Context: an optimization exercise on an open-source flow, tuned for small area, a short achievable clock period and few clock cycles per item. The choices shown serve that exercise and are no tape-out recipe. Function was checked by simulation only, so behaviour that the tests miss may differ from the original. No activity file was given, so power comes from the tool's default toggle rates.

## flow/design.v (module list and top-level ports; edited modules follow where they fit)
// module fsk_demod: 187 lines
// module fsk_mac: 847 lines
module fsk_demod (
    input  wire        clk,
    input  wire        rst,           
    input  wire        start,
    input  wire [17:0] cfg_sr,
    input  wire [21:0] cfg_thresh,
    input  wire [16:0] cfg_nsamp,      
    output wire        busy,
    output reg         done,
    output wire [16:0] bitcount,
    input  wire        s_valid,
    output wire        s_ready,
    input  wire [15:0] s_cur,
    input  wire [15:0] s_del,
    output reg         w_valid,
    input  wire        w_ready,
    output wire [10:0] w_addr,
    output reg  [31:0] w_data
);
  // ...
==> flow/run.sh <==
#!/bin/bash
# synth_recipe.tcl (not shown) runs the flow's synth.tcl, then flattens the netlist and writes it again
# the make line also repeats each setting of config.mk as NAME=value (left out here)
make -C /OpenROAD-flow-scripts/flow DESIGN_CONFIG=/design/flow/config.mk WORK_HOME=/design/flow/orfs CLKGATE_MAP_FILE= SYNTH_SCRIPT=/design/flow/synth_recipe.tcl finish
==> flow/config.mk <==
export PLATFORM = sky130hd
export DESIGN_NAME = fsk_demod
export DESIGN_NICKNAME = fsk_demod
export VERILOG_FILES = /design/flow/design.v
export SDC_FILE = /design/flow/constraint.sdc
export NUM_CORES = 4
export LEC_CHECK = 0
export CAP_MARGIN = 20
export CORE_MARGIN = 2
export CORE_UTILIZATION = 40
export SLEW_MARGIN = 20
==> flow/constraint.sdc <==
create_clock -name core_clock -period 15.0 [get_ports {clk}]
set_input_delay 3.0000 -clock core_clock [delete_from_list [all_inputs] [get_ports {clk}]]
set_output_delay 3.0000 -clock core_clock [all_outputs]
set_load 0.01 [all_outputs]
==> reports/qor.csv, run 1 <==
stage,metric,value,unit
floorplan,rows,91,
min_path,whs_path_depth,0,
final_layout,seqCellArea,0.00776,mm2
final_layout,buffer_area_frac,0.0578,
clock_tree,cts_hold_buf,0,
pwr,clockPowerShare,0.232,
routing,first_pass_iters,6,
placed_design,place_ws,9.22,ns
timing,setup_viol,0,
pwr,comb_power,2.10,mW
critical_path,cp-endpoint,rendD$_DFF_P_,
critical_path,start_kind,flop,
clock_tree,cts_setup_buffers,0,
clock_tree,cts_sinks,300,
pwr,swShare,0.413,
pwr,p_int,2.46,mW
run_status,status,no timing/DRC/antenna violations,
timing,fin_worst_hold_slack,0.447,ns
floorplan,tap-cell-count,837,
logic_synthesis,syn_area,0.0248,mm2
final_layout,multi_input_gates,1737,
critical_path,cp.arrival,6.16,ns
critical_path,critPathMaxFanout,4,
logic_synthesis,yosys.area.top_type,fa_1,
critical_path,slowest_stage,or4_4,
logic_synthesis,seq_area_frac_synth,0.312,
global_route,grt_max_degree,64,
critical_path,max_stage_delay,0.55,ns
global_route,use_met2,0.320,
final_layout,drive_gt1_frac,0.0525,
final_layout,antennaDiodeCount,0,
logic_synthesis,async_reset_ff_frac,0,
logic_synthesis,synth_seq_cells,300,
logic_synthesis,synth_nets,3013,
final_layout,multi_input_area,0.0152,mm2
critical_path,worstSetupPathType,flop to flop,
Testbench counts, summed over its fixed seeds: cycles 96,560, samples 95,084.
==> module fsk_demod, before the edit <==
module fsk_demod (
    input  wire        clk,
    input  wire        rst,           
    input  wire        start,
    input  wire [17:0] cfg_sr,
    input  wire [21:0] cfg_thresh,
    input  wire [16:0] cfg_nsamp,      
    output wire        busy,
    output reg         done,
    output wire [16:0] bitcount,
    input  wire        s_valid,
    output wire        s_ready,
    input  wire [15:0] s_cur,
    input  wire [15:0] s_del,
    output reg         w_valid,
    input  wire        w_ready,
    output wire [10:0] w_addr,
    output reg  [31:0] w_data
);
    localparam [1:0] LVL_0    = 2'd0,
                     LVL_127  = 2'd1,
                     LVL_254  = 2'd2,
                     LVL_NONE = 2'd3;
    reg         busy_r;
    reg         srdy;
    reg  [17:0] sr;
    reg  [20:0] tq;           
    reg  [16:0] nrem;         
    reg         nz;           
    reg  [14:0] wc;           
    reg         iw;           
    reg  [14:0] u75;          
    reg         fwin;         
    reg  [15:0] pa, pb;       
    reg         vI, eI;       
    reg  [39:0] as, ac;       
    reg         eA;           
    reg         nw;           
    reg  [1:0]  lvlD;         
    reg         rendD;        
    reg         eD;
    reg  [1:0]  prev_lvl;
    reg  [18:0] w;            
    reg  [14:0] q;            
    reg         em;           
    reg         ebit;
    reg         fin;          
    reg         fl;           
    reg  [10:0] wa;
    reg  [4:0]  wfill;
    assign busy     = busy_r;
    assign s_ready  = srdy;
    assign w_addr   = wa;
    assign bitcount = {1'b0, wa, wfill};
    wire fire   = s_valid && srdy;
    wire n1     = (nrem == 17'd1);
    wire n2     = (nrem == 17'd2);
    wire unit1  = (sr[17:3] < 15'd250);
    wire iw_f   = (iw ? unit1 : (wc < 15'd375)) || n2;    
    wire flight = eI || eA || eD || em;
    wire rdy_f  = !n1 && !(iw_f && (iw || flight));
    wire rdy_n  = nz && !(iw && flight);
    wire [39:0] ms, mc;
    fsk_mac u_mac (
        .a(pa), .b(pb),
        .c(nw ? ~{19'd0, tq} : as), .d(nw ? 40'd0 : ac),
        .s(ms), .t(mc)
    );
    wire [39:0] sgt = as + ac;
    wire [39:0] slt = as + ac + {18'd0, tq, 1'b1};
    wire gt = !sgt[39];           
    wire lt = slt[39];            
    wire [1:0] lvl = gt ? LVL_254 : lt ? LVL_0 : LVL_127;
    wire rend  = (prev_lvl != LVL_NONE) && (lvl != prev_lvl);
    wire        rnew  = rendD || (prev_lvl == LVL_NONE);   
    wire        pend  = !w[18];                            
    wire [18:0] u300  = {1'b0, u75, 2'b00};
    wire [18:0] win   = rnew ? {2'b00, sr[17:1]} : w;
    wire [18:0] wsub  = (rnew || pend) ? ~{1'b0, sr} : 19'h7ffff;
    wire [18:0] wnext = win + u300 + wsub + 19'd1;
    wire        tie   = !sr[0] && (w == 19'd0) && !q[0];
    wire        kinc  = pend && !tie;                      
    wire take = w_valid && w_ready;
    wire emit = em && (!w_valid || w_ready);
    wire q_up = eD && (rendD ? kinc : (pend && prev_lvl != LVL_NONE));
    wire [14:0] q_pm = q + (q_up ? 15'd1 : 15'h7fff);
    always @(posedge clk) begin
        pa  <= s_cur;
        pb  <= fire ? s_del : 16'd0;
        as  <= ms;
        ac  <= mc;
        lvlD  <= lvl;
        rendD <= rend;
        if (rst) begin
            busy_r  <= 1'b0;
            srdy    <= 1'b0;
            done    <= 1'b0;
            w_valid <= 1'b0;
            vI <= 1'b0; eI <= 1'b0;
            eA <= 1'b0; eD <= 1'b0;
            em  <= 1'b0;
            fin <= 1'b0;
            fl  <= 1'b0;
        end else begin
            done <= 1'b0;
            vI <= fire;
            eI <= fire && iw;
            eA <= eI;
            eD <= eA;
            if (vI) nw <= eI;
            if (!busy_r) begin
                if (start) begin
                    busy_r   <= 1'b1;
                    srdy     <= (cfg_nsamp != 17'd0);
                    sr       <= cfg_sr;
                    tq       <= cfg_thresh[21:1];
                    nrem     <= cfg_nsamp;
                    nz       <= (cfg_nsamp != 17'd0);
                    wc       <= cfg_sr[17:3];
                    iw       <= (cfg_sr[17:3] < 15'd250) || (cfg_nsamp == 17'd1);
                    u75      <= 15'd0;
                    fwin     <= 1'b1;
                    nw       <= 1'b1;
                    prev_lvl <= LVL_NONE;
                    q        <= 15'd0;
                    fin      <= (cfg_nsamp == 17'd0);
                    fl       <= 1'b0;
                    wa       <= 11'd0;
                    wfill    <= 5'd0;
                end
            end else begin
                srdy <= fire ? rdy_f : rdy_n;
                if (fire) begin
                    nrem <= nrem - 17'd1;
                    nz   <= !n1;
                    iw   <= iw_f;
                    wc   <= iw ? sr[17:3] : wc - 15'd125;
                    if (fwin) begin
                        u75 <= u75 + 15'd75;
                        if (iw) fwin <= 1'b0;
                    end
                end
                if (eD) begin
                    prev_lvl <= lvlD;
                    w        <= wnext;
                    if (q_up) q <= q_pm;
                    if (rendD) begin
                        em   <= (q != 15'd0) || kinc;
                        ebit <= (prev_lvl != LVL_0);
                    end
                    if (!nz) fin <= 1'b1;
                end
                if (emit) begin
                    w_data <= {ebit, w_data[31:1]};
                    q      <= q_pm;
                    if (q == 15'd1) em <= 1'b0;
                    if (!fl) begin
                        wfill <= wfill + 5'd1;
                        if (wfill == 5'd31) w_valid <= 1'b1;
                    end else if (q == 15'd1) begin
                        w_valid <= 1'b1;
                    end
                end
                if (take) begin
                    if (!emit || (!fl && wfill != 5'd31)) w_valid <= 1'b0;
                    if (!fl) wa <= wa + 11'd1;
                end
                if (fl) begin
                    if (take) begin
                        done   <= 1'b1;
                        busy_r <= 1'b0;
                    end
                end else if (fin && !em && !w_valid) begin
                    if (wfill != 5'd0) begin
                        q    <= {10'd0, 5'd0 - wfill};
                        ebit <= 1'b0;
                        em   <= 1'b1;
                        fl   <= 1'b1;
                    end else begin
                        done   <= 1'b1;
                        busy_r <= 1'b0;
                    end
                end
            end
        end
    end
endmodule
==> run 2: changes to the inputs <==
--- a/flow/design.v
+++ b/flow/design.v
@@ -6,5 +6,5 @@
     input  wire [21:0] cfg_thresh,
     input  wire [16:0] cfg_nsamp,      
-    output wire        busy,
+    output reg         busy,
     output reg         done,
     output wire [16:0] bitcount,
@@ -22,5 +22,5 @@
                      LVL_254  = 2'd2,
                      LVL_NONE = 2'd3;
-    reg         busy_r;
+    reg         idle;         
     reg         srdy;
     reg  [17:0] sr;
@@ -37,6 +37,5 @@
     reg         eA;           
     reg         nw;           
-    reg  [1:0]  lvlD;         
-    reg         rendD;        
+    reg         gtD, ltD;     
     reg         eD;
     reg  [1:0]  prev_lvl;
@@ -49,5 +48,4 @@
     reg  [10:0] wa;
     reg  [4:0]  wfill;
-    assign busy     = busy_r;
     assign s_ready  = srdy;
     assign w_addr   = wa;
@@ -67,11 +65,15 @@
         .s(ms), .t(mc)
     );
-    wire [39:0] sgt = as + ac;
-    wire [39:0] slt = as + ac + {18'd0, tq, 1'b1};
-    wire gt = !sgt[39];           
-    wire lt = slt[39];            
-    wire [1:0] lvl = gt ? LVL_254 : lt ? LVL_0 : LVL_127;
-    wire rend  = (prev_lvl != LVL_NONE) && (lvl != prev_lvl);
-    wire        rnew  = rendD || (prev_lvl == LVL_NONE);   
+    wire [39:0] k2 = {18'd0, tq, 1'b1};                   
+    wire [39:0] ls = as ^ ac ^ k2;
+    wire [39:0] lc = {(as[38:0] & ac[38:0]) | (as[38:0] & k2[38:0]) |
+                      (ac[38:0] & k2[38:0]), 1'b0};
+    wire sgn_gt, sgn_lt;
+    fsk_sign40 u_sgt (.x(as), .y(ac), .s(sgn_gt));      
+    fsk_sign40 u_slt (.x(ls), .y(lc), .s(sgn_lt));      
+    wire [1:0]  lvl   = gtD ? LVL_254 : ltD ? LVL_0 : LVL_127;
+    wire        first = (prev_lvl == LVL_NONE);
+    wire        rend  = !first && (lvl != prev_lvl);
+    wire        rnew  = rend || first;                     
     wire        pend  = !w[18];                            
     wire [18:0] u300  = {1'b0, u75, 2'b00};
@@ -83,5 +85,5 @@
     wire take = w_valid && w_ready;
     wire emit = em && (!w_valid || w_ready);
-    wire q_up = eD && (rendD ? kinc : (pend && prev_lvl != LVL_NONE));
+    wire q_up = eD && (rend ? kinc : (pend && !first));
     wire [14:0] q_pm = q + (q_up ? 15'd1 : 15'h7fff);
     always @(posedge clk) begin
@@ -90,94 +92,96 @@
         as  <= ms;
         ac  <= mc;
-        lvlD  <= lvl;
-        rendD <= rend;
+        gtD <= !sgn_gt;
+        ltD <= sgn_lt;
+        vI  <= fire;
+        if (idle) begin
+            sr       <= cfg_sr;
+            tq       <= cfg_thresh[21:1];
+            nrem     <= cfg_nsamp;
+            nz       <= (cfg_nsamp != 17'd0);
+            wc       <= cfg_sr[17:3];
+            iw       <= (cfg_sr[17:3] < 15'd250) || (cfg_nsamp == 17'd1);
+            u75      <= 15'd0;
+            fwin     <= 1'b1;
+            nw       <= 1'b1;
+            prev_lvl <= LVL_NONE;
+            q        <= 15'd0;
+            fin      <= (cfg_nsamp == 17'd0);
+            fl       <= 1'b0;
+            wa       <= 11'd0;
+            wfill    <= 5'd0;
+        end else begin
+            if (vI) nw <= eI;
+            if (fire) begin
+                nrem <= nrem - 17'd1;
+                nz   <= !n1;
+                iw   <= iw_f;
+                wc   <= iw ? sr[17:3] : wc - 15'd125;
+                if (fwin) begin
+                    u75 <= u75 + 15'd75;
+                    if (iw) fwin <= 1'b0;
+                end
+            end
+            if (eD) begin
+                prev_lvl <= lvl;
+                w        <= wnext;
+                if (q_up) q <= q_pm;
+                if (rend) ebit <= (prev_lvl != LVL_0);
+                if (!nz) fin <= 1'b1;
+            end
+            if (emit) begin
+                w_data <= {ebit, w_data[31:1]};
+                q      <= q_pm;
+                if (!fl) wfill <= wfill + 5'd1;
+            end
+            if (take && !fl) wa <= wa + 11'd1;
+            if (!fl && fin && !em && !w_valid && wfill != 5'd0) begin
+                q    <= {10'd0, 5'd0 - wfill};
+                ebit <= 1'b0;
+                fl   <= 1'b1;
+            end
+        end
         if (rst) begin
-            busy_r  <= 1'b0;
+            busy    <= 1'b0;
+            idle    <= 1'b1;
             srdy    <= 1'b0;
             done    <= 1'b0;
             w_valid <= 1'b0;
-            vI <= 1'b0; eI <= 1'b0;
-            eA <= 1'b0; eD <= 1'b0;
-            em  <= 1'b0;
-            fin <= 1'b0;
-            fl  <= 1'b0;
+            eI <= 1'b0; eA <= 1'b0; eD <= 1'b0;
+            em      <= 1'b0;
         end else begin
             done <= 1'b0;
-            vI <= fire;
             eI <= fire && iw;
             eA <= eI;
             eD <= eA;
-            if (vI) nw <= eI;
-            if (!busy_r) begin
+            if (idle) begin
+                srdy <= start && (cfg_nsamp != 17'd0);
                 if (start) begin
-                    busy_r   <= 1'b1;
-                    srdy     <= (cfg_nsamp != 17'd0);
-                    sr       <= cfg_sr;
-                    tq       <= cfg_thresh[21:1];
-                    nrem     <= cfg_nsamp;
-                    nz       <= (cfg_nsamp != 17'd0);
-                    wc       <= cfg_sr[17:3];
-                    iw       <= (cfg_sr[17:3] < 15'd250) || (cfg_nsamp == 17'd1);
-                    u75      <= 15'd0;
-                    fwin     <= 1'b1;
-                    nw       <= 1'b1;
-                    prev_lvl <= LVL_NONE;
-                    q        <= 15'd0;
-                    fin      <= (cfg_nsamp == 17'd0);
-                    fl       <= 1'b0;
-                    wa       <= 11'd0;
-                    wfill    <= 5'd0;
+                    busy <= 1'b1;
+                    idle <= 1'b0;
                 end
             end else begin
                 srdy <= fire ? rdy_f : rdy_n;
-                if (fire) begin
-                    nrem <= nrem - 17'd1;
-                    nz   <= !n1;
-                    iw   <= iw_f;
-                    wc   <= iw ? sr[17:3] : wc - 15'd125;
-                    if (fwin) begin
-                        u75 <= u75 + 15'd75;
-                        if (iw) fwin <= 1'b0;
-                    end
-                end
-                if (eD) begin
-                    prev_lvl <= lvlD;
-                    w        <= wnext;
-                    if (q_up) q <= q_pm;
-                    if (rendD) begin
-                        em   <= (q != 15'd0) || kinc;
-                        ebit <= (prev_lvl != LVL_0);
-                    end
-                    if (!nz) fin <= 1'b1;
-                end
+                if (eD && rend)
+                    em <= (q != 15'd0) || kinc;
                 if (emit) begin
-                    w_data <= {ebit, w_data[31:1]};
-                    q      <= q_pm;
                     if (q == 15'd1) em <= 1'b0;
-                    if (!fl) begin
-                        wfill <= wfill + 5'd1;
-                        if (wfill == 5'd31) w_valid <= 1'b1;
-                    end else if (q == 15'd1) begin
-                        w_valid <= 1'b1;
-                    end
-                end
-                if (take) begin
-                    if (!emit || (!fl && wfill != 5'd31)) w_valid <= 1'b0;
-                    if (!fl) wa <= wa + 11'd1;
+                    if (fl ? (q == 15'd1) : (wfill == 5'd31)) w_valid <= 1'b1;
                 end
+                if (take && !(emit && (fl ? (q == 15'd1) : (wfill == 5'd31))))
+                    w_valid <= 1'b0;
                 if (fl) begin
                     if (take) begin
-                        done   <= 1'b1;
-                        busy_r <= 1'b0;
+                        done <= 1'b1;
+                        busy <= 1'b0;
+                        idle <= 1'b1;
                     end
                 end else if (fin && !em && !w_valid) begin
                     if (wfill != 5'd0) begin
-                        q    <= {10'd0, 5'd0 - wfill};
-                        ebit <= 1'b0;
-                        em   <= 1'b1;
-                        fl   <= 1'b1;
+                        em <= 1'b1;
                     end else begin
-                        done   <= 1'b1;
-                        busy_r <= 1'b0;
+                        done <= 1'b1;
+                        busy <= 1'b0;
+                        idle <= 1'b1;
                     end
                 end
@@ -1033,2 +1037,81 @@
     assign t = rb;
 endmodule
+module fsk_sign40 (
+    input  wire [39:0] x,
+    input  wire [39:0] y,
+    output wire        s
+);
+    wire [38:0] gb = x[38:0] & y[38:0];
+    wire [38:0] pb = x[38:0] | y[38:0];
+    wire g1 = gb[1] | (pb[1] & gb[0]);
+    wire g2 = gb[2] | (pb[2] & g1);
+    wire g3 = gb[4] | (pb[4] & gb[3]);
+    wire p3 = pb[4] & pb[3];
+    wire g4 = g3 | (p3 & g2);
+    wire g5 = gb[6] | (pb[6] & gb[5]);
+    wire p5 = pb[6] & pb[5];
+    wire g6 = gb[7] | (pb[7] & g5);
+    wire p6 = pb[7] & p5;
+    wire g7 = gb[9] | (pb[9] & gb[8]);
+    wire p7 = pb[9] & pb[8];
+    wire g8 = g7 | (p7 & g6);
+    wire p8 = p7 & p6;
+    wire g9 = g8 | (p8 & g4);
+    wire g10 = gb[11] | (pb[11] & gb[10]);
+    wire p10 = pb[11] & pb[10];
+    wire g11 = gb[12] | (pb[12] & g10);
+    wire p11 = pb[12] & p10;
+    wire g12 = gb[14] | (pb[14] & gb[13]);
+    wire p12 = pb[14] & pb[13];
+    wire g13 = g12 | (p12 & g11);
+    wire p13 = p12 & p11;
+    wire g14 = gb[16] | (pb[16] & gb[15]);
+    wire p14 = pb[16] & pb[15];
+    wire g15 = gb[17] | (pb[17] & g14);
+    wire p15 = pb[17] & p14;
+    wire g16 = gb[19] | (pb[19] & gb[18]);
+    wire p16 = pb[19] & pb[18];
+    wire g17 = g16 | (p16 & g15);
+    wire p17 = p16 & p15;
+    wire g18 = g17 | (p17 & g13);
+    wire p18 = p17 & p13;
+    wire g19 = g18 | (p18 & g9);
+    wire g20 = gb[21] | (pb[21] & gb[20]);
+    wire p20 = pb[21] & pb[20];
+    wire g21 = gb[22] | (pb[22] & g20);
+    wire p21 = pb[22] & p20;
+    wire g22 = gb[24] | (pb[24] & gb[23]);
+    wire p22 = pb[24] & pb[23];
+    wire g23 = g22 | (p22 & g21);
+    wire p23 = p22 & p21;
+    wire g24 = gb[26] | (pb[26] & gb[25]);
+    wire p24 = pb[26] & pb[25];
+    wire g25 = gb[27] | (pb[27] & g24);
+    wire p25 = pb[27] & p24;
+    wire g26 = gb[29] | (pb[29] & gb[28]);
+    wire p26 = pb[29] & pb[28];
+    wire g27 = g26 | (p26 & g25);
+    wire p27 = p26 & p25;
+    wire g28 = g27 | (p27 & g23);
+    wire p28 = p27 & p23;
+    wire g29 = gb[31] | (pb[31] & gb[30]);
+    wire p29 = pb[31] & pb[30];
+    wire g30 = gb[32] | (pb[32] & g29);
+    wire p30 = pb[32] & p29;
+    wire g31 = gb[34] | (pb[34] & gb[33]);
+    wire p31 = pb[34] & pb[33];
+    wire g32 = g31 | (p31 & g30);
+    wire p32 = p31 & p30;
+    wire g33 = gb[36] | (pb[36] & gb[35]);
+    wire p33 = pb[36] & pb[35];
+    wire g34 = gb[38] | (pb[38] & gb[37]);
+    wire p34 = pb[38] & pb[37];
+    wire g35 = g34 | (p34 & g33);
+    wire p35 = p34 & p33;
+    wire g36 = g35 | (p35 & g32);
+    wire p36 = p35 & p32;
+    wire g37 = g36 | (p36 & g28);
+    wire p37 = p36 & p28;
+    wire g38 = g37 | (p37 & g19);
+    assign s = x[39] ^ y[39] ^ g38;
+endmodule
==> run 2 against run 1 <==
  * Total power shrank 33%
  * Design area is 4.5% lower
  * Area after synthesis is 4.9% lower
  * Still clean on timing, DRC and antenna
  * First-iteration DRC count shrank 12%
  * Clock power decreased by 5.8%
  * Fmax grew 18%
  * Critical endpoint is now srdy$_SDFF_PP0_
  * Non-clock buffer count down 1
  * Sequential power is 5% lower
  * Synthesized cell count down 3.9%
  * Via count down 7.9%
  * Sequential share of layout area decreased by 0.51 points
  * Setup slack improved by 0.85 ns
==> reports/qor.csv, run 2 <==
stage,metric,value,unit,change
run_status,status,no timing/DRC/antenna violations,,
routing,drt_iter0_markers,782,,
clock_tree,cts_tree,built,,
global_route,antenna_found_initial,2,,
critical_path,path_cells,"clkdlybuf4s50_1, and2_1, or2_2, a211oi_1, a21oi_1, a21oi_1",,
pwr,swShare,0.339,,-0.0738
logic_synthesis,synth_nets,2950,,-2.1%
placed_design,place.port_buffers,155,,
critical_path,crit_top_cell,a21oi_1,,
logic_synthesis,synth.most_common_cell,inv_1,,
routing,antenna_left,0,,
final_layout,syn_to_final_growth,14.8,%,
timing,setup_viol,0,,unchanged
placed_design,placement.cell_area,0.0259,mm2,
final_layout,top_register,as,,
logic_synthesis,synth_seq_cells,300,,unchanged
logic_synthesis,synth_warnings,1,,
timing,finalCritPeriodShare,0.321,,
routing,met1Wirelength,23500,um,
floorplan,dieWidth,247,um,
placed_design,place_ws,9.49,ns,+0.268 ns
logic_synthesis,seq_area_frac_synth,0.308,,-0.00481
critical_path,slowest_stage,clkdlybuf4s50_1,,
floorplan,start_util,0.403,,
timing,rsz0062_at_grt,no,,
clock_tree,clk_latency,0.58,ns,
critical_path,critPathMaxFanout,35,,+31
clock_tree,htree_levels,2,,
run,cap_violations,0,,
logic_synthesis,yosys.area.top_type,fa_1,,
timing,tightest_slew,1.05,ns,
final_layout,design_area,0.0271,mm2,
routing,wl,54100,um,
critical_path,cp.arrival,5.26,ns,-0.90 ns
pwr,combPwrFrac,0.292,,
final_layout,antennaDiodeCount,0,,unchanged
clock_tree,cts_sinks,300,,unchanged
placed_design,gp_congestion,0.845,,
clock_tree,cts_setup_buffers,0,,unchanged
min_path,hold_class,flop to flop,,
global_route,grt_first_pass_wirelength,88900,um,
clock_tree,cts_resized,0,,
routing,wl_per_cell,16.2,um,
pwr,p_per_area,103,mW/mm2,
logic_synthesis,syn_area,0.0236,mm2,-4.9%
clock_tree,cts_root_buf,clkbuf_16,,
final_layout,final_common_cell,inv_1,,
placed_design,dp_hpwl,41600,um,
logic_synthesis,synthTopCellsByCount,"458 x inv_1, 292 x fa_1, 230 x nand2_1",,
pwr,ir_drop,0.0000927,V,
timing,fmax,0.208,GHz,
final_layout,seqCellArea,0.00727,mm2,-6.3%
global_route,first_global_vias,17500,,
final_layout,instances_no_fill,3340,,
timing,skew,0.0221,ns,
final_layout,fill_cells,5515,,
pwr,p_int,1.85,mW,-25%
timing,max_slew_margin,0.300,,
critical_path,end_kind,flop,,
clock_tree,numCtsBuffers,38,,
final_layout,largest_reg_flops,40,,
logic_synthesis,synth_edf_count,126,,
floorplan,fp.dieH,247,um,
final_layout,finish.net_count,3074,,
routing,dr_total_vias,16500,,
floorplan,die_area,0.0610,mm2,
logic_synthesis,synth_top_cell_area_share,0.247,,
clock_tree,clk_path_buf_depth,3,,
critical_path,max_stage_delay,0.81,ns,+0.26 ns
floorplan,io-pin-count,158,,
timing,worst_slack,10.18,ns,
timing,hold_violations,0,,
final_layout,final_cell_mix,"458 x inv_1, 292 x fa_1, 230 x nand2_1",,
timing,fin_worst_hold_slack,0.450,ns,+0.00253 ns
logic_synthesis,async_reset_ff_frac,0,,unchanged
logic_synthesis,ys_types,69,,
logic_synthesis,syn_inst,2413,,
critical_path,worstSetupPathType,input pin to flop,,
clock_tree,clk_pin_slew,0.06,ns,
routing,post-route-drc-count,0,,
pwr,power,2.80,mW,
logic_synthesis,synth_top_flop_cell,dfxtp_1,,
global_route,grt_usage,0.183,,
placed_design,dp_cells,3270,,
critical_path,start_kind,input pin,,
floorplan,core,0.0587,mm2,
critical_path,cp.required,15.44,ns,
pwr,p_leak,11.5,nW,
global_route,overflow,0,,
timing,drv_slew,0,,
pwr,power.switching,0.949,mW,
logic_synthesis,post_synth.cell_area_avg,9.79,um2,
clock_tree,cts_hold_buf,0,,unchanged
final_layout,final_core_utilization,0.462,,
routing,wl_met3,2770,um,
routing,first_pass_iters,5,,-1
final_layout,drive_gt1_frac,0.0452,,-0.00732
routing,wl_met2,26500,um,
timing,fin_setup_tns,0,ns,
floorplan,rows,89,,-2.2%
timing,fin_crit,4.82,ns,
logic_synthesis,synthTopCellsByArea,"fa_1 25%, edfxtp_1 16%, dfxtp_1 15%",,
pwr,pwr-share-seq,0.380,,
routing,via_per_inst,4.93,,
final_layout,multi_input_area,0.0143,mm2,-6.3%
pwr,clockPowerShare,0.328,,+0.096
final_layout,reg_top3,"as x40, ac x39, w_data x32",,
routing,top_layer_used,met5,,
global_route,grt_max_degree,72,,+13%
[run 2: cell types whose count changed in the layout (fill, tap and decap cells not counted), moves of 23 or more]
cell and change:
inv_1 +87, and2_1 -73, edfxtp_1 -49, dfxtp_1 +48, nor2b_1 -31, nand3_1 -26, xnor2_1 -23
[run 2: worst paths after layout]
path	start	end	slack, ns	depth (start not counted)
max	s_valid	srdy$_SDFF_PP0_	10.18	6
min reg2reg	w_data[1]$_DFFE_PP_	w_data[0]$_DFFE_PP_	0.45	0
min	w_data[1]$_DFFE_PP_	w_data[0]$_DFFE_PP_	0.45	0
max reg2reg	prev_lvl[1]$_SDFFE_PP1P_	w[15]$_DFFE_PP_	10.28	17
[run 2: per-layer routing]
layer / vias to the layer above / GRT usage
met5: - / 0
met4: 2 / 0.0567
met3: 83 / 0.0333
met2: 349 / 0.318
met1: 8131 / 0.232
li1: 7888 / -
[run 2: area by class of cell]
cell class,instances,area share
clock buffer,53,0.0411
clock inverter,17,0.00517
inverter,458,0.0634
multi-input combinational,1573,0.526
sequential,300,0.268
tap,773,0.0357
timing repair buffer,166,0.0603
[run 2: power groups by stage]
stage,Combinational [mW],Clock (mW),Sequential (mW)
after CTS,0.827,0.948,1.06
after global routing,0.953,0.979,1.08
final,0.818,0.917,1.06
after global placement,0.795,0,1.08
after floorplan,0.616,0,1.04
after detailed placement,0.823,0,1.08
[run 2: critical path: cells and delay by family]
| family | cells | cell delay, ns |
|---|---|---|
| compound gates | 3 | 0.35 |
| simple gates | 2 | 1.10 |
| buf+inv | 1 | 0.81 |
[run 2: cells by family after synthesis]
kind of cell / count (synthesis) / share of synthesized area
multiplexers: 44 / 0.0190
buffers and inverters: 540 / 0.0885
flip-flops: 300 / 0.308
AND/OR/NAND/NOR: 730 / 0.156
XOR/XNOR: 65 / 0.0241
AO/OA/AOI/OAI: 285 / 0.0750
adder cells (fa/ha/maj): 448 / 0.329
other: 1 / 0.000159
Testbench counts of run 2, summed over its fixed seeds: cycles 96,560, samples 95,084.
==> run 3: changes to the inputs <==
--- a/flow/config.mk
+++ b/flow/config.mk
@@ -6,6 +6,6 @@
 export NUM_CORES = 4
 export LEC_CHECK = 0
-export CAP_MARGIN = 20
+export CAP_MARGIN = 50
 export CORE_MARGIN = 2
 export CORE_UTILIZATION = 40
-export SLEW_MARGIN = 20
+export SLEW_MARGIN = 70
==> run 3 against run 2 <==
  * Final cell count grew 0.39%
  * Flip-flop and latch count is the same
  * Sequential power is essentially flat
  * Wire length grew 0.38%
  * Global-route usage is essentially flat
  * Combinational power grew 2.9%
  * Sequential share of layout area shrank 0.25 points
  * Design area grew 1.7%
  * Count of clock-buffer cells in the layout grew 1
  * Critical path type is now flop to output pin
  * Hold slack is essentially flat
==> reports/qor.csv, run 3 <==
stage,metric,value,unit,change
timing,skew,0.0230,ns,+0.000943 ns
critical_path,end_kind,output pin,,
final_layout,final_core_utilization,0.470,,+0.00793
routing,wl_per_cell,16.2,um,about the same
logic_synthesis,synthTopCellsByArea,"fa_1 25%, edfxtp_1 16%, dfxtp_1 15%",,
run_status,status,no timing/DRC/antenna violations,,
timing,setup_viol,0,,unchanged
clock_tree,clk_pin_slew,0.06,ns,about the same
timing,fin_crit,4.68,ns,-0.133 ns
min_path,hold_path_end,w_data[0]$_DFFE_PP_,,
final_layout,final_common_cell,inv_1,,
final_layout,fill_cells,5469,,-0.83%
logic_synthesis,synth.most_common_cell,inv_1,,
final_layout,instances_no_fill,3353,,+0.39%
global_route,antenna_found_initial,1,,-1
clock_tree,numCtsBuffers,38,,unchanged
final_layout,syn_to_final_growth,16.7,%,
pwr,power,2.87,mW,+2.4%
clock_tree,clk_latency,0.57,ns,about the same
logic_synthesis,synth_warnings,1,,unchanged
clock_tree,clk_path_buf_depth,3,,unchanged
final_layout,top_register,as,,
pwr,ir_drop,0.0000869,V,-6.2%
floorplan,start_util,0.403,,unchanged
clock_tree,cts_sinks,300,,unchanged
placed_design,dp_cells,3279,,+0.28%
logic_synthesis,async_reset_ff_frac,0,,unchanged
timing,drv_slew,0,,unchanged
routing,via_per_inst,4.91,,-0.32%
logic_synthesis,synth_edf_count,126,,unchanged
timing,finalCritPeriodShare,0.312,,-0.00888
clock_tree,cts_hold_buf,0,,unchanged
critical_path,cp.arrival,1.68,ns,-3.58 ns
placed_design,place_ws,9.95,ns,+0.453 ns
timing,rsz0062_at_grt,no,,
min_path,worstHoldStart,w_data[1]$_DFFE_PP_,,
routing,dr_total_vias,16500,,+0.067%
critical_path,start_kind,flop,,
floorplan,die_area,0.0610,mm2,unchanged
clock_tree,cts_tree,built,,
routing,post-route-drc-count,0,,unchanged
clock_tree,cts_root_buf,clkbuf_16,,
global_route,grt_usage,0.184,,+0.000235
pwr,p_per_area,104,mW/mm2,+0.64%
floorplan,core,0.0587,mm2,unchanged
final_layout,finish.net_count,3087,,+0.42%
timing,fmax,0.214,GHz,+2.8%
routing,antenna_left,0,,unchanged
logic_synthesis,synthTopCellsByCount,"458 x inv_1, 292 x fa_1, 230 x nand2_1",,
floorplan,fp.dieH,247,um,unchanged
logic_synthesis,yosys.area.top_type,fa_1,,
critical_path,path_cells,clkdlybuf4s50_1,,
logic_synthesis,synth_seq_cells,300,,unchanged
logic_synthesis,ys_types,69,,unchanged
placed_design,placement.cell_area,0.0261,mm2,+0.99%
clock_tree,htree_levels,2,,unchanged
critical_path,timing.rr.start,prev_lvl[1]$_SDFFE_PP1P_,,
logic_synthesis,synth_top_flop_cell,dfxtp_1,,
final_layout,drive_gt1_frac,0.0694,,+0.0242
timing,fin_setup_tns,0,ns,unchanged
clock_tree,cts_setup_buffers,0,,unchanged
timing,hold_violations,0,,unchanged
final_layout,final_cell_mix,"458 x inv_1, 292 x fa_1, 228 x nand2_1",,
clock_tree,cts_resized,0,,unchanged
critical_path,r2r-end,w[15]$_DFFE_PP_,,
final_layout,design_area,0.0276,mm2,+1.7%
critical_path,slowest_stage,clkdlybuf4s50_1,,
logic_synthesis,post_synth.cell_area_avg,9.79,um2,unchanged
timing,worst_slack,10.32,ns,+0.133 ns
final_layout,antennaDiodeCount,0,,unchanged
global_route,first_global_vias,17500,,+0.074%
routing,wl,54300,um,+0.38%
floorplan,rows,89,,unchanged
critical_path,path_buf_inv,1,,unchanged
placed_design,place.port_buffers,155,,unchanged
timing,fin_worst_hold_slack,0.449,ns,-0.000260 ns
logic_synthesis,syn_inst,2413,,unchanged
logic_synthesis,syn_area,0.0236,mm2,unchanged
final_layout,reg_top3,"as x40, ac x39, w_data x32",,
floorplan,dieWidth,247,um,unchanged
critical_path,ff2ff_setup_slack,10.72,ns,+0.44 ns
min_path,whs_path_depth,0,,unchanged
final_layout,largest_reg_flops,40,,unchanged
floorplan,io-pin-count,158,,unchanged
placed_design,gp_congestion,0.845,,unchanged
logic_synthesis,synth_nets,2950,,unchanged
min_path,hold_class,flop to flop,,
critical_path,crit_family,buffers and inverters,,
global_route,grt_first_pass_wirelength,89200,um,+0.36%
critical_path,max_stage_delay,0.64,ns,-0.17 ns
placed_design,dp_hpwl,41800,um,+0.52%
logic_synthesis,seq_area_frac_synth,0.308,,unchanged
routing,first_pass_iters,5,,unchanged
pwr,p_leak,11.7,nW,+1.5%
run,cap_violations,0,,unchanged
global_route,overflow,0,,unchanged
global_route,grt_max_degree,72,,unchanged
logic_synthesis,synth_top_cell_area_share,0.247,,unchanged
critical_path,cp.required,12.00,ns,-3.44 ns
critical_path,r2r_cells,17,,unchanged
critical_path,worstSetupPathType,flop to output pin,,
critical_path,critPathMaxFanout,7,,-80%
routing,drt_iter0_markers,768,,-1.8%
[run 3: metal layers]
metal | vias up | part of all wire | GRT usage
met5 | - | 0.00024 | 0
met4 | 2 | 0.021 | 0.0494
met3 | 71 | 0.041 | 0.0275
met2 | 277 | 0.50 | 0.324
met1 | 8192 | 0.44 | 0.234
li1 | 7922 | - | -
[run 3: area by class of cell]
cell class                      count  area [um2]  share of cell area
Multi-Input combinational cell   1573       14400               0.522
Sequential cell                   300        7330               0.266
Timing Repair Buffer              179        1830              0.0664
Inverter                          458        1720              0.0623
Clock buffer                       54        1170              0.0424
Tap cell                          773         967              0.0351
Clock inverter                     16         168             0.00608
[run 3: power by group]
part           leakage [nW]  internal (mW)  switching (mW)
sequential             2.66          0.958           0.104
clock                 0.665          0.583           0.379
combinational          8.38          0.374           0.468
[run 3: kinds of logic (layout without fill, tap and decap cells)]
| group | after synthesis | after routing | synth area share |
|---|---|---|---|
| AO/OA/AOI/OAI | 285 | 285 | 0.0750 |
| AND/OR/NAND/NOR | 730 | 730 | 0.156 |
| adder cells (fa/ha/maj) | 448 | 448 | 0.329 |
| flip-flops | 300 | 300 | 0.308 |
| other | 1 | 1 | 0.000159 |
| XOR/XNOR | 65 | 65 | 0.0241 |
| buffers and inverters | 540 | 707 | 0.0885 |
| multiplexers | 44 | 44 | 0.0190 |
[run 3: worst max path at each step]
| stage | from | to | depth (start not counted) |
|---|---|---|---|
| finish | wfill[2]$_SDFFE_PP0P_ | bitcount[2] | 1 |
| global route | wfill[0]$_SDFFE_PP0P_ | bitcount[0] | 1 |
| CTS | wfill[0]$_SDFFE_PP0P_ | bitcount[0] | 1 |
| detailed placement | cfg_nsamp[4] | nz$_DFFE_PP_ | 6 |
| global placement | s_valid | srdy$_SDFF_PP0_ | 6 |
| floorplan | w_ready | w_data[0]$_DFFE_PP_ | 2 |
[run 3: worst register-to-register path, cell delays in order (launching register included)]
cell	delay (ns)
dfxtp_1	0.35
o31ai_1	0.31
o31a_1	0.18
buf_4	0.30
nand2_2	0.29
and2_1	0.26
ha_1	0.19
inv_1	0.06
ha_1	0.16
inv_1	0.06
fa_1	0.47
nor2b_1	0.12
o21ai_0	0.11
a21boi_0	0.32
o21ai_2	0.15
a21oi_2	0.26
nor4b_1	0.09
a311o_1	0.35
==> run 4: changes to the inputs <==
==> flow/flow/run.sh (new file) <==
#!/bin/bash
# The standard layout (standard.sh: ORFS synthesis through finish, unchanged),
# except that the input and output ports are buffered with plain
# sky130_fd_sc_hd__buf_2 cells instead of the default delay buffers.
# The make output of every step goes to standard_flow.log; each ORFS tool
# writes its own full log under orfs/logs/.
set -euo pipefail
export BUFFER_PORTS_ARGS="-buffer_cell sky130_fd_sc_hd__buf_2"
bash standard.sh > standard_flow.log 2>&1
==> flow/standard.sh (new file) <==
#!/bin/bash
# synth_recipe.tcl (not shown) runs the flow's synth.tcl, then flattens the netlist and writes it again
# the make line also repeats each setting of config.mk as NAME=value (left out here)
make -C /OpenROAD-flow-scripts/flow DESIGN_CONFIG=/design/flow/config.mk WORK_HOME=/design/flow/orfs CLKGATE_MAP_FILE= SYNTH_SCRIPT=/design/flow/synth_recipe.tcl "${@:-finish}"
removed: flow/run.sh
==> run 4 against run 3 <==
  * Flip-flop and latch count did not move
  * Synthesized cell count is the same
  * Wire length shrank 1.5%
  * Count of clock-buffer cells in the layout increased by 4
  * Total power fell by 1.9%
  * Critical path depth up 16
  * Area after synthesis unchanged
  * Combinational power fell by 1%
  * Via count up 0.63%
  * Largest power group unchanged
==> reports/qor.csv, run 4 <==
stage,metric,value,unit,change
final_layout,design_area,0.0267,mm2,-3.1%
logic_synthesis,ys_types,69,,unchanged
global_route,met1_usage,0.236,,+0.00184
floorplan,core,0.0587,mm2,unchanged
clock_tree,cts_setup_buffers,0,,unchanged
logic_synthesis,seq_area_frac_synth,0.308,,unchanged
logic_synthesis,synth_warnings,1,,unchanged
logic_synthesis,synth_nets,2950,,unchanged
final_layout,finish.net_count,3088,,+0.032%
global_route,grt_busiest_layer,met2,,
logic_synthesis,synth-adder-area-share,0.329,,unchanged
routing,dr_total_vias,16600,,+0.63%
timing,drv_slew,0,,unchanged
floorplan,fp.dieH,247,um,unchanged
routing,post-route-drc-count,0,,unchanged
timing,setup_viol,0,,unchanged
routing,drt_iter0_markers,862,,+12%
routing,wl_per_cell,15.9,um,-1.5%
final_layout,reg_top3,"as x40, ac x39, w_data x32",,
critical_path,timing.rr.start,prev_lvl[1]$_SDFFE_PP1P_,,
timing,hold_violations,0,,unchanged
timing,finalCritPeriodShare,0.291,,-0.0213
placed_design,place.port_buffers,155,,unchanged
global_route,grt_first_pass_wirelength,88100,um,-1.2%
logic_synthesis,synth_top_flop_cell,dfxtp_1,,
final_layout,final_cell_mix,"458 x inv_1, 292 x fa_1, 228 x nand2_1",,
global_route,use_met2,0.310,,-0.0138
timing,rsz0062_at_grt,no,,
routing,antenna_left,0,,unchanged
critical_path,cp.required,15.32,ns,+3.32 ns
final_layout,antennaDiodeCount,0,,unchanged
global_route,antenna_found_initial,2,,+1
run_status,status,no timing/DRC/antenna violations,,
routing,via_per_inst,4.94,,+0.63%
critical_path,cp.arrival,4.68,ns,+3.00 ns
logic_synthesis,synthMuxAreaShare,0.0190,,unchanged
timing,fin_crit,4.36,ns,-0.319 ns
logic_synthesis,syn_inst,2413,,unchanged
critical_path,worstSetupPathType,flop to flop,,
placed_design,dp_hpwl,41200,um,-1.4%
critical_path,r2r_cells,17,,unchanged
logic_synthesis,yosys.area.top_type,fa_1,,
critical_path,path_cells,"o31ai_1, o31a_1, buf_4, nand2_2, and2_1, ha_1, inv_1, ha_1, inv_1, fa_1, nor2b_1, o21ai_0, a21boi_0, o21ai_2, a21oi_2, nor4b_1, a311o_1",,
clock_tree,cts_root_buf,clkbuf_16,,
min_path,whs_path_depth,0,,unchanged
floorplan,rows,89,,unchanged
clock_tree,cts_resized,0,,unchanged
final_layout,fill_cells,5553,,+1.5%
floorplan,dieWidth,247,um,unchanged
critical_path,critPathMaxFanout,19,,+12
final_layout,final_core_utilization,0.455,,-0.0146
clock_tree,htree_levels,2,,unchanged
clock_tree,cts_hold_buf,0,,unchanged
timing,fmax,0.229,GHz,+7.3%
pwr,power,2.81,mW,-1.9%
logic_synthesis,synth_top_family_by_area,adder cells,,
logic_synthesis,synthTopCellsByCount,"458 x inv_1, 292 x fa_1, 230 x nand2_1",,
logic_synthesis,post_synth.cell_area_avg,9.79,um2,unchanged
critical_path,ff2ff_setup_slack,10.64,ns,-0.08 ns
clock_tree,clk_latency,0.57,ns,about the same
floorplan,die_area,0.0610,mm2,unchanged
final_layout,syn_to_final_growth,13.1,%,
logic_synthesis,synth_xor_area_frac,0.0241,,unchanged
clock_tree,numCtsBuffers,38,,unchanged
logic_synthesis,async_reset_ff_frac,0,,unchanged
logic_synthesis,synth_compound_gate_area_share,0.0750,,unchanged
critical_path,max_stage_delay,0.46,ns,-0.18 ns
global_route,first_global_vias,17200,,-1.5%
logic_synthesis,synth_edf_count,126,,unchanged
critical_path,slowest_stage,fa_1,,
clock_tree,cts_tree,built,,
global_route,grt_max_degree,60,,-17%
clock_tree,clk_path_buf_depth,3,,unchanged
min_path,hold_class,flop to flop,,
logic_synthesis,synth_seq_cells,300,,unchanged
final_layout,final_common_cell,inv_1,,
logic_synthesis,synth.most_common_cell,inv_1,,
run,cap_violations,0,,unchanged
clock_tree,clk_pin_slew,0.06,ns,about the same
clock_tree,cts_sinks,300,,unchanged
logic_synthesis,synth_top_cell_area_share,0.247,,unchanged
pwr,ir_drop,0.0000832,V,-4.3%
floorplan,io-pin-count,158,,unchanged
min_path,worstHoldStart,w_data[10]$_DFFE_PP_,,
timing,fin_setup_tns,0,ns,unchanged
logic_synthesis,yosys.area_share.simple,0.156,,unchanged
placed_design,gp_congestion,0.850,,+0.60%
critical_path,startpoint,prev_lvl[1]$_SDFFE_PP1P_,,
critical_path,start_kind,flop,,
routing,first_pass_iters,7,,+2
timing,skew,0.0256,ns,+0.00257 ns
logic_synthesis,synthTopCellsByArea,"fa_1 25%, edfxtp_1 16%, dfxtp_1 15%",,
routing,wl,53400,um,-1.5%
min_path,hold_path_end,w_data[9]$_DFFE_PP_,,
floorplan,start_util,0.403,,unchanged
global_route,use_met3,0.0272,,-0.000217
final_layout,top_register,as,,
logic_synthesis,syn_area,0.0236,mm2,unchanged
placed_design,placement.cell_area,0.0254,mm2,-2.9%
final_layout,largest_reg_flops,40,,unchanged
global_route,grt_usage,0.181,,-0.00309
critical_path,r2r-end,w[15]$_DFFE_PP_,,
pwr,p_per_area,105,mW/mm2,+1.2%
global_route,overflow,0,,unchanged
pwr,p_leak,11.7,nW,about the same
final_layout,drive_gt1_frac,0.126,,+0.0570
critical_path,end_kind,flop,,
-- run 4: area by class of cell --
type | instances | area, um2 | share of cell area
multi-input cells | 1573 | 14400 | 0.538
flip-flops and latches | 300 | 7320 | 0.274
well taps | 773 | 967 | 0.0362
repair buffers | 180 | 1070 | 0.0399
inverters | 458 | 1720 | 0.0643
clock inverters | 11 | 159 | 0.00594
clock buffers | 58 | 1110 | 0.0414
-- run 4: kinds of logic after synthesis --
kind of cell | count (synthesis)
DFF | 300
adders and majority gates | 448
and+or+nand+nor | 730
AOI/OAI and AO/OA | 285
xor gates and xnor gates | 65
muxes | 44
other | 1
buffers and inverters | 540
-- run 4: worst max-delay path by stage --
stage               cells past startpoint  slack, ns                   end
finish                                 17      10.64       w[15]$_DFFE_PP_
global route                           17      10.24       w[15]$_DFFE_PP_
CTS                                    17      10.52       w[15]$_DFFE_PP_
detailed placement                      7      10.25  u75[13]$_SDFFE_PP0P_
global placement                        6      10.13       srdy$_SDFF_PP0_
floorplan                               2      10.07   w_data[0]$_DFFE_PP_
-- run 4: critical path: cells and delay by family (launching register included) --
| kind | cells | cell delay (ns) |
|---|---|---|
| AO/OA/AOI/OAI | 7 | 1.73 |
| AND/OR/NAND/NOR | 4 | 0.77 |
| flip-flops | 1 | 0.35 |
| adder cells (fa/ha/maj) | 3 | 0.82 |
| buffers and inverters | 3 | 0.42 |
-- run 4: per-layer routing --
layer / share of wire / vias up / wire length (um)
met3: 0.047 / 90 / 2520
met2: 0.49 / 339 / 26000
met1: 0.44 / 8227 / 23700
met5: 0.00024 / - / 13
li1: - / 7909 / -
met4: 0.021 / 2 / 1150
-- run 4: power breakdown --
part | internal, mW | leakage (nW) | switching [mW]
combinational | 0.360 | 8.43 | 0.470
clock | 0.549 | 0.617 | 0.372
sequential | 0.958 | 2.66 | 0.101
-- run 4: through the flow --
stage / setup WS, ns / hold WS, ns / cells
global route: 10.24 / 0.454 / 3353
finish: 10.64 / 0.448 / 3353
floorplan: 10.07 / 0.400 / 2413
CTS: 10.52 / 0.443 / 3350
global placement: 10.13 / 0.425 / 3271
detailed placement: 10.25 / 0.432 / 3281

==> re-timing with driven ports <==
How much do the figures lean on ideal ports? The routed layouts below were timed once more, with nothing changed but the port constraints. Step 1 sets driving cells, clkbuf_16 on the clock port and buf_2 on the other inputs (assumed; they add their load-dependent delay and slew). Step 2 also shifts input and output timing later by t, the mid clock arrival at the registers, as if the neighbouring blocks saw the same clock. Three values: ideal ports, drivers, drivers and shift; two values: the first two.
run	t, ns	setup slack, ns	worst setup path after step 2
run 1	0.643	9.333 / 9.333 / 9.193	input to register
run 2	0.625	10.185 / 10.223 / 9.598	input to register
run 3	0.617	10.318 / 10.257 / 9.972	input to register
run 4	0.617	10.637 / 10.637 / 10.259	input to register
After both steps every run listed still meets setup and hold. For run 2, which loses most, drivers alone change the setup slack by +0.038 ns; drivers and shift together by -0.587 ns.
